Context: an optimization exercise on an open-source flow, tuned for small area, a short achievable clock period and few clock cycles per item. The choices shown serve that exercise and are no tape-out recipe. In this exercise RTL edits were held to simulation tests only and were not proved equivalent to the original.

`flow/config.mk`:
```
export PLATFORM = sky130hd
export DESIGN_NAME = ladder4_cpe
export DESIGN_NICKNAME = ladder4_cpe
export VERILOG_FILES = /design/flow/design.v
export SDC_FILE = /design/flow/constraint.sdc
export NUM_CORES = 4
export LEC_CHECK = 0
export CAP_MARGIN = 20
export CORE_MARGIN = 2
export CORE_UTILIZATION = 40
export SLEW_MARGIN = 20
```
`flow/constraint.sdc`:
```
create_clock -name core_clock -period 30.0 [get_ports {clk}]
set_input_delay 6.0000 -clock core_clock [delete_from_list [all_inputs] [get_ports {clk}]]
set_output_delay 6.0000 -clock core_clock [all_outputs]
set_load 0.01 [all_outputs]
```
`flow/design.v`:
```
module fp32_mul (
    input  wire [31:0] a,
    input  wire [31:0] b,
    output reg  [31:0] y
);
    wire        sa = a[31];
    wire        sb = b[31];
    wire [7:0]  ea = a[30:23];
    wire [7:0]  eb = b[30:23];
    wire [22:0] fa = a[22:0];
    wire [22:0] fb = b[22:0];
    wire        sy = sa ^ sb;
    wire a_nan  = (ea == 8'hFF) && (fa != 0);
    wire b_nan  = (eb == 8'hFF) && (fb != 0);
    wire a_inf  = (ea == 8'hFF) && (fa == 0);
    wire b_inf  = (eb == 8'hFF) && (fb == 0);
    wire a_zero = (ea == 8'h00) && (fa == 0);
    wire b_zero = (eb == 8'h00) && (fb == 0);
    wire [23:0] ma = {(ea != 0), fa};
    wire [23:0] mb = {(eb != 0), fb};
    wire [9:0]  xa = (ea == 0) ? 10'd1 : {2'b00, ea};
    wire [9:0]  xb = (eb == 0) ? 10'd1 : {2'b00, eb};
    wire [47:0] prod = ma * mb;
    reg  [5:0]  lz;
    integer i;
    always @* begin
        lz = 6'd48;
        for (i = 0; i < 48; i = i + 1)
            if (prod[i]) lz = 6'd47 - i[5:0];
    end
    reg  [47:0]        pn;        
    reg  signed [11:0] e;         
    reg  [5:0]         sh;        
    reg  [47:0]        q;
    reg                sticky;
    reg  [7:0]         ef;
    reg  [30:0]        mag;
    reg                rnd;
    reg                inc;
    reg  [47:0]        lost;
    always @* begin
        pn     = prod << lz;
        e      = $signed({2'b00, xa}) + $signed({2'b00, xb}) - 12'sd126 - $signed({6'd0, lz});
        sh     = 6'd0;
        lost   = 48'd0;
        q      = pn;
        sticky = 1'b0;
        if (e <= 0) begin
            if (e < -12'sd46) sh = 6'd48;
            else              sh = 6'd1 - e[5:0];
            q    = pn >> sh;
            lost = pn & ~({48{1'b1}} << sh);
            ef   = 8'd0;
        end else begin
            ef   = e[7:0];
        end
        sticky = (|q[22:0]) | (|lost);
        rnd    = q[23];
        inc    = rnd & (sticky | q[24]);
        mag    = {ef, q[46:24]} + {30'd0, inc};
        if (a_nan || b_nan || (a_inf && b_zero) || (a_zero && b_inf))
            y = 32'h7FC00000;
        else if (a_inf || b_inf)
            y = {sy, 8'hFF, 23'd0};
        else if (a_zero || b_zero)
            y = {sy, 31'd0};
        else if (e >= 12'sd255)
            y = {sy, 8'hFF, 23'd0};
        else
            y = {sy, mag};
    end
endmodule
module fp32_add (
    input  wire [31:0] a,
    input  wire [31:0] b,
    output reg  [31:0] y
);
    wire a_nan = (a[30:23] == 8'hFF) && (a[22:0] != 0);
    wire b_nan = (b[30:23] == 8'hFF) && (b[22:0] != 0);
    wire a_inf = (a[30:23] == 8'hFF) && (a[22:0] == 0);
    wire b_inf = (b[30:23] == 8'hFF) && (b[22:0] == 0);
    wire        swap = (b[30:0] > a[30:0]);
    wire [31:0] p = swap ? b : a;
    wire [31:0] s = swap ? a : b;
    wire [7:0]  ep = (p[30:23] == 0) ? 8'd1 : p[30:23];
    wire [7:0]  es = (s[30:23] == 0) ? 8'd1 : s[30:23];
    wire [23:0] mp = {(p[30:23] != 0), p[22:0]};
    wire [23:0] ms = {(s[30:23] != 0), s[22:0]};
    wire [7:0]  d  = ep - es;
    wire        sub = p[31] ^ s[31];
    reg  [26:0] al;
    reg  [26:0] lost;
    reg  [27:0] sum;
    reg  [4:0]  lz;
    reg  [4:0]  sh;
    reg  [26:0] nrm;
    reg  [8:0]  e;
    reg  [7:0]  ef;
    reg         inc;
    reg  [30:0] mag;
    integer i;
    always @* begin
        sh = 5'd0;
        if (d >= 8'd27) begin
            al   = {26'd0, 1'b1};
            lost = 27'd0;
            if (ms == 0) al = 27'd0;
        end else begin
            al   = {ms, 3'b000} >> d;
            lost = {ms, 3'b000} & ~({27{1'b1}} << d);
            al[0] = al[0] | (|lost);
        end
        sum = sub ? ({1'b0, mp, 3'b000} - {1'b0, al}) : ({1'b0, mp, 3'b000} + {1'b0, al});
        lz = 5'd27;
        for (i = 0; i < 27; i = i + 1)
            if (sum[i]) lz = 5'd26 - i[4:0];
        if (sum[27]) begin
            nrm = sum[27:1] | {26'd0, sum[0]};
            e   = {1'b0, ep} + 9'd1;
        end else begin
            if ({4'd0, lz} <= ({1'b0, ep} - 9'd1)) sh = lz;
            else                                   sh = ep[4:0] - 5'd1;
            nrm = sum[26:0] << sh;
            e   = {1'b0, ep} - {4'd0, sh};
        end
        ef  = nrm[26] ? e[7:0] : 8'd0;
        inc = nrm[2] & ((|nrm[1:0]) | nrm[3]);
        mag = {ef, nrm[25:3]} + {30'd0, inc};
        if (a_nan || b_nan || (a_inf && b_inf && (a[31] != b[31])))
            y = 32'h7FC00000;
        else if (a_inf)
            y = a;
        else if (b_inf)
            y = b;
        else if (sum == 28'd0)
            y = {p[31] & s[31], 31'd0};
        else if (e >= 9'd255)
            y = {p[31], 8'hFF, 23'd0};
        else
            y = {p[31], mag};
    end
endmodule
module fp32_div (
    input  wire        clk,
    input  wire        rst,
    input  wire        start,
    input  wire [31:0] a,
    input  wire [31:0] b,
    output reg         done,
    output reg  [31:0] y
);
    wire a_nan  = (a[30:23] == 8'hFF) && (a[22:0] != 0);
    wire b_nan  = (b[30:23] == 8'hFF) && (b[22:0] != 0);
    wire a_inf  = (a[30:23] == 8'hFF) && (a[22:0] == 0);
    wire b_inf  = (b[30:23] == 8'hFF) && (b[22:0] == 0);
    wire a_zero = (a[30:0] == 0);
    wire b_zero = (b[30:0] == 0);
    wire [23:0] ma = {(a[30:23] != 0), a[22:0]};
    wire [23:0] mb = {(b[30:23] != 0), b[22:0]};
    reg  [4:0] lza, lzb;
    integer i;
    always @* begin
        lza = 5'd0;
        lzb = 5'd0;
        for (i = 0; i < 24; i = i + 1) begin
            if (ma[i]) lza = 5'd23 - i[4:0];
            if (mb[i]) lzb = 5'd23 - i[4:0];
        end
    end
    wire signed [10:0] xa = (a[30:23] == 0) ? 11'sd1 : $signed({3'b000, a[30:23]});
    wire signed [10:0] xb = (b[30:23] == 0) ? 11'sd1 : $signed({3'b000, b[30:23]});
    reg         busy;
    reg  [4:0]  cnt;
    reg  [23:0] div;           
    reg  [24:0] rem;
    reg  [26:0] q;
    reg  signed [11:0] e0;     
    reg         sy;
    reg  [1:0]  spec;          
    reg         fin;
    wire [24:0] diff = rem - {1'b0, div};
    wire        ge   = !diff[24];
    always @(posedge clk) begin
        if (rst) begin
            busy <= 1'b0;
            done <= 1'b0;
            fin  <= 1'b0;
            cnt  <= 5'd0;
        end else begin
            done <= fin;
            fin  <= 1'b0;
            if (!busy) begin
                if (start) begin
                    busy <= 1'b1;
                    cnt  <= 5'd0;
                    rem  <= {1'b0, ma << lza};
                    div  <= mb << lzb;
                    q    <= 27'd0;
                    e0   <= $signed({xa[10], xa}) - $signed({6'd0, lza}) - $signed({xb[10], xb})
                            + $signed({6'd0, lzb}) + 12'sd127;
                    sy   <= a[31] ^ b[31];
                    if (a_nan || b_nan || (a_inf && b_inf) || (a_zero && b_zero))
                        spec <= 2'd1;
                    else if (a_inf || b_zero)
                        spec <= 2'd2;
                    else if (b_inf || a_zero)
                        spec <= 2'd3;
                    else
                        spec <= 2'd0;
                end
            end else begin
                q   <= {q[25:0], ge};
                rem <= (ge ? diff : rem) << 1;
                cnt <= cnt + 5'd1;
                if (cnt == 5'd26) begin
                    busy <= 1'b0;
                    fin  <= 1'b1;
                end
            end
        end
    end
    reg  [47:0]        pn;
    reg  signed [11:0] e;
    reg  [5:0]         sh;
    reg  [47:0]        qs;
    reg  [47:0]        lost;
    reg  [7:0]         ef;
    reg                sticky, inc;
    reg  [30:0]        mag;
    reg  [31:0]        res;
    always @* begin
        if (q[26]) begin
            pn = {q, 21'd0};
            e  = e0;
        end else begin
            pn = {q[25:0], 22'd0};
            e  = e0 - 12'sd1;
        end
        pn[0] = pn[0] | (rem != 0);
        sh   = 6'd0;
        qs   = pn;
        lost = 48'd0;
        if (e <= 0) begin
            if (e < -12'sd46) sh = 6'd48;
            else              sh = 6'd1 - e[5:0];
            qs   = pn >> sh;
            lost = pn & ~({48{1'b1}} << sh);
            ef   = 8'd0;
        end else begin
            ef   = e[7:0];
        end
        sticky = (|qs[22:0]) | (|lost);
        inc    = qs[23] & (sticky | qs[24]);
        mag    = {ef, qs[46:24]} + {30'd0, inc};
        case (spec)
            2'd1:    res = 32'h7FC00000;
            2'd2:    res = {sy, 8'hFF, 23'd0};
            2'd3:    res = {sy, 31'd0};
            default: res = (e >= 12'sd255) ? {sy, 8'hFF, 23'd0} : {sy, mag};
        endcase
    end
    always @(posedge clk) begin
        if (fin) y <= res;
    end
endmodule
module fp32_lt (
    input  wire [31:0] a,
    input  wire [31:0] b,
    output reg         lt
);
    wire a_nan = (a[30:23] == 8'hFF) && (a[22:0] != 0);
    wire b_nan = (b[30:23] == 8'hFF) && (b[22:0] != 0);
    always @* begin
        if (a_nan || b_nan || (a[30:0] == 0 && b[30:0] == 0))
            lt = 1'b0;
        else if (a[31] != b[31])
            lt = a[31];
        else if (!a[31])
            lt = a[30:0] < b[30:0];
        else
            lt = a[30:0] > b[30:0];
    end
endmodule
module ladder4_cpe (
    input  wire        clk,
    input  wire        rst,         
    input  wire        in_valid,
    output wire        in_ready,
    input  wire [31:0] in_fs,
    input  wire [31:0] in_cut,
    input  wire [31:0] in_res,
    output reg         out_valid,
    output reg  [31:0] out_acut,
    output reg  [31:0] out_ares,
    output reg         out_cutcl,
    output reg         out_rescl,
    output reg  [31:0] out_b0,
    output reg  [31:0] out_b1,
    output reg  [31:0] out_a1,
    output reg  [31:0] out_rg
);
    localparam [31:0] EPS_HZ = 32'h3F800000;    
    localparam [31:0] K_NYQ  = 32'h3EFAE148;    
    localparam [31:0] K_2PI  = 32'h40C90FDB;
    localparam [31:0] K_ONE  = 32'h3F800000;
    localparam [31:0] K_G1   = 32'h3F7D3C36;
    localparam [31:0] K_G2   = 32'h3EDE4F76;
    localparam [31:0] K_G3   = 32'h3E0D6A16;
    localparam [31:0] K_G4   = 32'h3CA57A78;
    localparam [31:0] K_R0   = 32'h3F805F07;
    localparam [31:0] K_R1   = 32'h3D577319;
    localparam [31:0] K_R2   = 32'h3DBDA512;
    localparam [31:0] K_R3   = 32'h3CB295EA;
    localparam [31:0] K_DIV  = 32'h3FA66666;    
    localparam [31:0] K_SKEW = 32'h3E99999A;    
    localparam [4:0] S_IDLE  = 5'd0,
                     S_HI    = 5'd1,
                     S_CLAMP = 5'd2,
                     S_RATIO = 5'd3,
                     S_WC    = 5'd4,
                     S_W2    = 5'd5,
                     S_W3    = 5'd6,
                     S_W4    = 5'd7,
                     S_G1    = 5'd8,
                     S_G2    = 5'd9,
                     S_G12   = 5'd10,
                     S_G3    = 5'd11,
                     S_G123  = 5'd12,
                     S_G4    = 5'd13,
                     S_G     = 5'd14,
                     S_R1    = 5'd15,
                     S_R01   = 5'd16,
                     S_R2    = 5'd17,
                     S_R012  = 5'd18,
                     S_R3    = 5'd19,
                     S_PR    = 5'd20,
                     S_RG    = 5'd21,
                     S_B0    = 5'd22,
                     S_SKEW  = 5'd23,
                     S_B1    = 5'd24,
                     S_A1    = 5'd25;
    reg  [4:0]  st;
    reg         div_wait;     
    reg  [31:0] fs, cut, res;
    reg  [31:0] hi, acut, ares;
    reg         cutcl, rescl;
    reg  [31:0] wc, w2, w3, w4, m, s, g, b0, b1, rg;
    reg  [31:0] mul_a, mul_b, add_a, add_b, div_a, div_b;
    wire [31:0] mul_y, add_y, div_y;
    wire        div_done;
    wire        div_start = (st == S_RATIO || st == S_B0 || st == S_B1) && !div_wait;
    fp32_mul u_mul (.a(mul_a), .b(mul_b), .y(mul_y));
    fp32_add u_add (.a(add_a), .b(add_b), .y(add_y));
    fp32_div u_div (.clk(clk), .rst(rst), .start(div_start), .a(div_a), .b(div_b),
                    .done(div_done), .y(div_y));
    wire cut_lo, c1_hi, res_lo, r1_hi;
    wire [31:0] c1 = cut_lo ? EPS_HZ : cut;
    wire [31:0] r1 = res_lo ? 32'd0 : res;
    fp32_lt u_lt0 (.a(cut), .b(EPS_HZ), .lt(cut_lo));
    fp32_lt u_lt1 (.a(hi),  .b(c1),     .lt(c1_hi));
    fp32_lt u_lt2 (.a(res), .b(32'd0),  .lt(res_lo));
    fp32_lt u_lt3 (.a(K_ONE), .b(r1),   .lt(r1_hi));
    always @* begin
        mul_a = 32'd0; mul_b = 32'd0;
        add_a = 32'd0; add_b = 32'd0;
        div_a = 32'd0; div_b = 32'd0;
        case (st)
            S_HI:    begin mul_a = K_NYQ;  mul_b = fs;   end
            S_RATIO: begin div_a = acut;   div_b = fs;   end
            S_WC:    begin mul_a = K_2PI;  mul_b = s;    end    
            S_W2:    begin mul_a = wc;     mul_b = wc;   end
            S_W3:    begin mul_a = w2;     mul_b = wc;   end
            S_W4:    begin mul_a = w3;     mul_b = wc;   end
            S_G1:    begin mul_a = K_G1;   mul_b = wc;   end
            S_G2:    begin mul_a = K_G2;   mul_b = w2;   end
            S_G12:   begin add_a = s;      add_b = {~m[31], m[30:0]}; end
            S_G3:    begin mul_a = K_G3;   mul_b = w3;   end
            S_G123:  begin add_a = s;      add_b = m;    end
            S_G4:    begin mul_a = K_G4;   mul_b = w4;   end
            S_G:     begin add_a = s;      add_b = {~m[31], m[30:0]}; end
            S_R1:    begin mul_a = K_R1;   mul_b = wc;   end
            S_R01:   begin add_a = K_R0;   add_b = m;    end
            S_R2:    begin mul_a = K_R2;   mul_b = w2;   end
            S_R012:  begin add_a = s;      add_b = {~m[31], m[30:0]}; end
            S_R3:    begin mul_a = K_R3;   mul_b = w3;   end
            S_PR:    begin add_a = s;      add_b = m;    end
            S_RG:    begin mul_a = ares;   mul_b = s;    end    
            S_B0:    begin div_a = g;      div_b = K_DIV; end
            S_SKEW:  begin mul_a = g;      mul_b = K_SKEW; end
            S_B1:    begin div_a = m;      div_b = K_DIV; end
            S_A1:    begin add_a = K_ONE;  add_b = {~g[31], g[30:0]}; end
            default: ;
        endcase
    end
    assign in_ready = (st == S_IDLE);
    always @(posedge clk) begin
        if (rst) begin
            st        <= S_IDLE;
            div_wait  <= 1'b0;
            out_valid <= 1'b0;
        end else begin
            out_valid <= 1'b0;
            case (st)
                S_IDLE: if (in_valid) begin
                    fs  <= in_fs;
                    cut <= in_cut;
                    res <= in_res;
                    st  <= S_HI;
                end
                S_HI: begin
                    hi <= mul_y;
                    st <= S_CLAMP;
                end
                S_CLAMP: begin
                    acut  <= c1_hi ? hi : c1;
                    cutcl <= cut_lo | c1_hi;
                    ares  <= r1_hi ? K_ONE : r1;
                    rescl <= res_lo | r1_hi;
                    st    <= S_RATIO;
                end
                S_RATIO, S_B0, S_B1: begin
                    if (!div_wait) begin
                        div_wait <= 1'b1;
                    end else if (div_done) begin
                        div_wait <= 1'b0;
                        case (st)
                            S_RATIO: begin s  <= div_y; st <= S_WC;   end
                            S_B0:    begin b0 <= div_y; st <= S_SKEW; end
                            default: begin b1 <= div_y; st <= S_A1;   end
                        endcase
                    end
                end
                S_WC:   begin wc <= mul_y; st <= S_W2;   end
                S_W2:   begin w2 <= mul_y; st <= S_W3;   end
                S_W3:   begin w3 <= mul_y; st <= S_W4;   end
                S_W4:   begin w4 <= mul_y; st <= S_G1;   end
                S_G1:   begin s  <= mul_y; st <= S_G2;   end
                S_G2:   begin m  <= mul_y; st <= S_G12;  end
                S_G12:  begin s  <= add_y; st <= S_G3;   end
                S_G3:   begin m  <= mul_y; st <= S_G123; end
                S_G123: begin s  <= add_y; st <= S_G4;   end
                S_G4:   begin m  <= mul_y; st <= S_G;    end
                S_G:    begin g  <= add_y; st <= S_R1;   end
                S_R1:   begin m  <= mul_y; st <= S_R01;  end
                S_R01:  begin s  <= add_y; st <= S_R2;   end
                S_R2:   begin m  <= mul_y; st <= S_R012; end
                S_R012: begin s  <= add_y; st <= S_R3;   end
                S_R3:   begin m  <= mul_y; st <= S_PR;   end
                S_PR:   begin s  <= add_y; st <= S_RG;   end
                S_RG:   begin rg <= mul_y; st <= S_B0;   end
                S_SKEW: begin m  <= mul_y; st <= S_B1;   end
                S_A1: begin
                    out_a1    <= add_y;
                    out_b0    <= b0;
                    out_b1    <= b1;
                    out_rg    <= rg;
                    out_acut  <= acut;
                    out_ares  <= ares;
                    out_cutcl <= cutcl;
                    out_rescl <= rescl;
                    out_valid <= 1'b1;
                    st        <= S_IDLE;
                end
                default: st <= S_IDLE;
            endcase
        end
    end
endmodule
```
`flow/run.sh`:
```
#!/bin/bash
# synth_recipe.tcl (not shown) runs the flow's synth.tcl, then flattens the netlist and writes it again
# the make line also repeats each setting of config.mk as NAME=value (left out here)
make -C /OpenROAD-flow-scripts/flow DESIGN_CONFIG=/design/flow/config.mk WORK_HOME=/design/flow/orfs CLKGATE_MAP_FILE= SYNTH_SCRIPT=/design/flow/synth_recipe.tcl finish
```
==> results.txt <==
largest net degree at the start of global routing 70; total of max-cap violations 0; kind of start point of the critical path flop; weighted congestion reported at the end of routability-driven placement ~1.0; total count of hold-check failures in the final report 0; Final Max Slew Viols 0; share of the clock period used by the worst path 0.781; synthesized net count ~10000; # resized after CTS 0; Slowest cell on crit path nand3_1; result of the run timing/DRC/antenna clean; CTS H-tree depth 3; total of flip-flops plus latches after synthesis around 850; root buffer cell clkbuf_16; Post-layout nets slightly above 10000; synthesized cell area between 0.08 and 0.09 mm^2; total wirelength of the detailed-routed design between 300000 and 400000 um; standard-cell rows 166; hold crit path type reg -> reg; Longest Clk Path Bufs 3; unrepaired setup endpoints after global routing false; die width 457 um; number of port buffers roughly 300; biggest area consumer among synthesized cells edfxtp_1; initial DRC count about 12000; kind of cell with the highest combined delay on the critical path compound AO/OA/AOI/OAI gates; cell with the most instances after synthesis nand2_1; post-CTS repair timing setup buffer count 0; share of the synthesized area in the top cell type 0.305; type of element capturing the critical path flop; Syn Area/Cell 8.96 um^2; Max Clock Skew 53.4 ps; CTS tree built; fraction of layout instances using a drive strength above 1 0.0729; number of global-route vias before repair about 74000; number of nets with antenna violations after detailed routing 0; number of vias per cell after detailed routing roughly 6.5; number of buffer and inverter stages on the critical path 8; signal arrival time at the worst endpoint about 24000 ps; total routing resource utilization after global routing 0.353; starting utilization of the core area 0.401; detailed placer's ending HPWL between 200000 and 300000 um; area overhead of the layout relative to synthesis 11.9%; commonest cells in the synthesized netlist nand2_1, edfxtp_1, nor2_1; largest fanout on the critical path 35; Finish-stage setup viols 0; TritonCTS buffer count 94; Crit path required time between 30000 and 40000 ps; count of synthesis-stage warnings from yosys 5; area of the core 0.204 mm^2; relative max-transition margin 0.128; total vias in the final route approximately 78000; die boundary height between 400 and 500 um; cell with the most instances on the worst path o21ai_0; top flip-flop cell by instance count after synthesis edfxtp_1; proportion of register bits with asynchronous set or reset after synthesis 0; residual DRC count 0; setup_tns 0 ps; maximum frequency from static timing analysis around 43 MHz; Unique masters post-synth around 130; Sinks on Clock Net about 850; sequential fraction of the synthesis area 0.308; wire length of the first global-routing pass ~540000 um; gate count after technology mapping roughly 9100; hold-fix buffers at CTS 0; Clock transition at path regs 70 ps; Tightest Pin Transition between 1000 and 1500 ps; drt wl/cell 31.7 um; delay of the slowest cell on the worst path approximately 990 ps; cell types with the largest area share after synthesis edfxtp_1, fa_1, ha_1, nand2_1, mux2i_1; initial antenna violation count 24; drt first pass iters 8; Worst-Skew Late Latency roughly 770 ps; EDFF count, synth 831; residual overflow from global routing 0; full die area approximately 0.21 mm^2; time the final worst path needs with I/O delays and setup between 20000 and 25000 ps; Fill cells ~20000; crit path kind reg -> reg; ports placed on the boundary slightly below 300
## metal layers
metal | global-route usage | part of all wire | up-vias
met3 | 0.0997 | 0.12 | 833
met1 | 0.497 | 0.41 | 38800
li1 | - | - | 33500
met4 | 0.152 | 0.052 | 24
met2 | 0.502 | 0.41 | 5250
met5 | 0.00184 | 0.00058 | -
## cells by family (layout without fill, tap and decap cells)
family          after synthesis  after routing  synth area share
other cells                   0              8                 0
flops                       846            846             0.308
fa+ha+maj                   881            881             0.180
xor+xnor                    204            204            0.0219
mux                         403            403            0.0530
simple gates               3309           3309             0.189
compound gates             2313           2313             0.191
buf+inv                    1190           1366            0.0561
## worst paths after layout
kind                            depth (start not counted)          to  slack, ps  startpoint
worst max-delay path                                   79       s[17]       6560       st[1]
worst min-delay path                                    0  out_b0[13]        420      b0[13]
worst max register to register                         79       s[17]       6560       st[1]
worst min register to register                          0  out_b0[13]        420      b0[13]
## cell type report
class	count	area, um^2	area share
Antenna cell	8	20.0	0.000218
Clock buffer	111	2470	0.0269
Clock inverter	65	861	0.00939
Inverter	652	2450	0.0267
Multi-Input combinational cell	7110	52500	0.572
Sequential cell	846	25300	0.275
Tap cell	2688	3360	0.0367
Timing Repair Buffer	538	4820	0.0526
## layout by cell type, fill, tap and decap left out, types with 85 or more instances in the layout
cell type	netlist	final
a211oi_1	105	101
o21ai_0	487	485
clkbuf_16	0	95
fa_1	499	498
and2_1	212	213
a21o_1	85	85
nor4_1	115	109
ha_1	377	376
xnor2_1	136	135
a31oi_1	102	101
nand2_1	1254	1252
nand3_1	274	271
edfxtp_1	831	831
nor2_1	722	705
and3_1	88	88
nor3_1	213	204
buf_4	9	240
mux2i_1	305	305
a22oi_1	98	98
clkdlybuf4s50_1	0	293
nand4_1	89	89
a21oi_1	512	507
inv_1	638	638
## worst register-to-register path: cells and delay by family, from the launching register on
kind,cells,cell delay [ps]
compound gates,31,9220
fa+ha+maj,8,2920
mux,1,350
flops,1,440
simple gates,28,7890
buf+inv,8,1890
xor+xnor,3,500
## through the flow
step           instance area, um^2  hold WS [ps]  utilization  std cells  setup slack, ps
2_1_floorplan                81900           400            -       9146            11390
3_3_place_gp                 88200           403        0.432      11800             7540
3_5_place_dp                 88300           405        0.432      11800             7240
4_1_cts                      91600           417        0.449      12000             7160
5_1_grt                      91700           417        0.449      12000             5040
6_report                     91700           417        0.449      12000             6560
Testbench counts, summed over its fixed seeds: cycles 115,744, items 1,024.

-- port drivers added, routing unchanged --
The flow's constraints put no driver on any port. The routed layout listed below was extracted and timed again, unchanged, in two steps.
Step 1 (the two cells are an assumption about what drives the block):
set clk [get_ports {clk}]
set_driving_cell -lib_cell sky130_fd_sc_hd__clkbuf_16 $clk
set_driving_cell -lib_cell sky130_fd_sc_hd__buf_2 [delete_from_list [all_inputs] $clk]
Step 2, shift: input delay + t, output delay - t, t = (earliest + latest rising clock arrival at the registers) / 2. This alone moves slack from input paths to output paths.
a / b / c = ideal / step 1 / step 2; a / b = the first two.
t, ns: 0.830
setup slack, ns: 6.558 / 6.558 / 6.558
latest minus earliest clock arrival (ns): 0.056 / 0.057
cell pins on the clock port's net: 1
After both steps setup and hold are still met in this run. For this run, drivers alone change the setup slack by 0.000 ns; drivers and shift together by 0.000 ns.
